This is an optimization exercise on Yosys and OpenROAD, whose aim is small area, a short achievable clock period and few clock cycles, not a production implementation. In this exercise RTL edits were held to simulation tests only and were not proved equivalent to the original. Power is estimated from default activity; no workload was simulated.

## the reference run
==> flow/design.v (excerpt) <==
module yasp_rx (
    input             clk,
    input             rst,
    input             req_valid,
    output            req_ready,
    input      [63:0] req_word,
    output reg        resp_valid,
    output reg  [3:0] resp_status,
    output reg [15:0] resp_value,
    output            hinv_valid,
    output      [7:0] hinv_slot,
    output      [7:0] hinv_href,
    output     [15:0] hinv_id,
    output     [15:0] hinv_poff,
    output     [15:0] hinv_plen,
    output reg        ntc_valid,
    output reg  [2:0] ntc_code,
    input             rx_we,
    input       [3:0] rx_waddr,
    input      [31:0] rx_wdata
);
For scale: roughly 950 flip-flops, about 200 I/O pins, about 55000 um2 of cells after synthesis.
Settings: LEC_CHECK=0, CAP_MARGIN=40, CORE_MARGIN=2, CORE_UTILIZATION=40, SLEW_MARGIN=30; clock period 10.0 ns.
standard.sh (not shown) runs the stock make flow with config.mk's settings and CLKGATE_MAP_FILE= SYNTH_SCRIPT=/design/flow/synth_recipe.tcl, a recipe that flattens the netlist after the stock synthesis.
==> flow/flow/run.sh <==
#!/bin/bash
set -euo pipefail
bash standard.sh SETUP_SLACK_MARGIN=7.0 finish > standard_flow.log 2>&1
Testbench counts of the reference run, summed over its fixed seeds: cycles 17,944.
--- input diff the reference run..the trial run ---
==> flow/flow/run.sh <==
#!/bin/bash
set -euo pipefail
bash standard.sh SETUP_SLACK_MARGIN=6.6 finish > standard_flow.log 2>&1
Findings:
The trial run vs. the reference run: multi-input gate area in the final layout -1900 um2; post-cts gate resize count -492. The trial run ends up with a share of cell area taken by flip-flops and latches that is 3.2 points higher than in the reference run. Wire length, the reference run and the trial run: smaller value in the trial run. Note that the total leakage power recorded for the reference run amounts to 1.12 times the value seen in the trial run. The trial run vs the reference run: maximum frequency down.


Setup of run 1:
Another version of the RTL of yasp_rx (not shown whole).
Size in the first run: roughly 3,800 cells after synthesis, about 200 I/O pins, about 54,000 um2 of cells after synthesis.
==> flow/design.v (excerpt) <==
module yasp_rx (
    input             clk,
    input             rst,
    input             req_valid,
    output            req_ready,
    input      [63:0] req_word,
    output reg        resp_valid,
    output reg  [3:0] resp_status,
    output reg [15:0] resp_value,
    output            hinv_valid,
    output      [7:0] hinv_slot,
    output      [7:0] hinv_href,
    output     [15:0] hinv_id,
    output     [15:0] hinv_poff,
    output     [15:0] hinv_plen,
    output reg        ntc_valid,
    output reg  [2:0] ntc_code,
    input             rx_we,
    input       [3:0] rx_waddr,
    input      [31:0] rx_wdata
);
    localparam [7:0] SYNC_BYTE = 8'hA5;
    localparam [3:0] OP_REGISTER = 4'h1;
    localparam [3:0] OP_PROCESS  = 4'h2;
    localparam [3:0] OP_DISPATCH = 4'h5;
    localparam [3:0] OP_HDONE    = 4'h6;
    localparam [3:0] ST_OK       = 4'd0;
    localparam [3:0] ST_ILLEGAL  = 4'd1;
    localparam [3:0] ST_REG_FULL = 4'd2;
    localparam [3:0] ST_RANGE    = 4'd3;
    localparam [3:0] ST_BUSY     = 4'd4;
    localparam [3:0] ST_STATE    = 4'd5;
    localparam [2:0] OC_NONE    = 3'd0;
    localparam [2:0] OC_NOSYNC  = 3'd2;
    localparam [2:0] OC_CORRUPT = 3'd3;
    localparam [2:0] OC_UNREG   = 3'd4;
    localparam [2:0] K_NONE = 3'd0;
    localparam [2:0] K_HDR  = 3'd1;    
    localparam [2:0] K_CHK  = 3'd2;    
    localparam [2:0] K_CV   = 3'd3;    
    localparam [2:0] K_SCAN = 3'd4;    
    localparam [2:0] K_FIN  = 3'd5;    
    function [31:0] crc4(input [31:0] c);
        begin
            crc4[0] = ^(c & 32'h04D101DF);
            crc4[1] = ^(c & 32'h09A203BE);
            crc4[2] = ^(c & 32'h1344077D);
            crc4[3] = ^(c & 32'h26880EFA);
  ...
Settings: LEC_CHECK=0, CAP_MARGIN=20, CORE_MARGIN=2, CORE_UTILIZATION=40, CTS_CLUSTER_DIAMETER=120, CTS_CLUSTER_SIZE=20, SLEW_MARGIN=20; clock period 10.0 ns.
==> flow/flow/run.sh <==
#!/bin/bash
set -euo pipefail
bash standard.sh SETUP_SLACK_MARGIN=6.6 finish > standard_flow.log 2>&1
Run 1 has completed all stages; timing, DRC and antenna checks passed.
Testbench counts of run 1, summed over its fixed seeds: cycles 17,944.
[inputs] run 2 vs run 1
==> flow/flow/run.sh <==
#!/bin/bash
set -euo pipefail
bash standard.sh SETUP_SLACK_MARGIN=6.7 finish > standard_flow.log 2>&1
[summary]
- Compared with run 1, run 2 shows a higher growth of design area from synthesis to finish.
- Proportion of layout cells with a drive suffix above 1 came out higher on run 2 than on run 1.
- In the reports for run 2 and run 1, the larger number of global-route vias before repair belongs to run 2.
- met1 wire length sits lower in run 2 than in run 1.
- Reported for run 2 and run 1, average cell area after synthesis turned out identical to the last digit.
--- input diff run 2..run 3 ---
- changing SLEW_MARGIN from 20 to 10
- changing CAP_MARGIN from 20 to 10
- removing CTS_CLUSTER_DIAMETER (formerly 120)
- removing CTS_CLUSTER_SIZE (formerly 20)
==> flow/flow/run.sh <==
#!/bin/bash
set -euo pipefail
bash standard.sh SETUP_SLACK_MARGIN=6.6 finish > standard_flow.log 2>&1
Findings:
Between run 2 and run 3, aggregate routed wire length is higher for run 2, run 3 comes in under that. Run 2 -> run 3: fraction of area in registers flat. The time the final worst path needs with I/O delays and setup number comes out higher for run 3 vs run 2.
## Diff of input files: run 4 against run 3
- changing SLEW_MARGIN from 10 to 20
- changing CAP_MARGIN from 10 to 20
- changing CORE_UTILIZATION from 40 to 50
- NOTE: area of the core region in run 4 falls short of that of run 3
- Comparing run 4 and run 3, the higher diode insertion count for antenna repair is on run 4.
- When run 4 is measured against run 3, its clock skew turns out 53 ps lower.
- The lower final-layout worst hold slack came out of run 4.
Edits applied to the flow inputs when going from run 4 to run 5:
- CORE_UTILIZATION changed from 50 to 40
- CTS_CLUSTER_DIAMETER newly set to 100
- CTS_CLUSTER_SIZE newly set to 16
## What came out
Against run 4 as the reference, run 5 delivers a lower first-pass GRT wire length. Relative to run 4, number of buffers outside the clock class in the layout decreased by about 2.4% in run 5. On placed wire-length estimate, the higher figure sits with run 4, not run 5. The critical path depth in run 5 sits 1 below the value recorded for run 4.

## port drivers added, routing unchanged
In the flow no input, the clock included, has a driving cell. The finished layouts below were timed again as built, in two steps. Step 1 assumes that a clkbuf_16 drives the clock port and a buf_2 every other input. Step 2, shift: input delay + t, output delay - t, t = (earliest + latest rising clock arrival at the registers) / 2. This alone moves slack from input paths to output paths. a / b / c = no drivers / after step 1 / after step 2; a / b = the first two.
run | t (ns) | setup slack, ns | hold slack, ns | worst slew at a driven data input, ns
the reference run | 0.826 | 6.436 / 6.457 / 5.632 | 0.457 / 0.457 / 0.457 | 0.15
the trial run | 0.794 | 6.336 / 6.360 / 5.567 | 0.437 / 0.437 / 0.437 | 0.11
run 1 | 0.779 | 6.594 / 6.562 / 5.911 | 0.485 / 0.485 / 0.485 | 0.12
run 2 | 0.776 | 6.637 / 6.637 / 5.998 | 0.478 / 0.478 / 0.478 | 0.18
run 3 | 0.822 | 6.597 / 6.577 / 5.863 | 0.488 / 0.488 / 0.488 | 0.11
run 4 | 0.788 | 6.592 / 6.557 / 5.898 | 0.476 / 0.476 / 0.476 | 0.16
run 5 | 0.784 | 6.549 / 6.549 / 5.907 | 0.486 / 0.486 / 0.486 | 0.11
After both steps every run listed still meets setup and hold. The setup slack of the reference run, which loses most, moves by +0.021 ns with the drivers and by -0.804 ns with both steps.
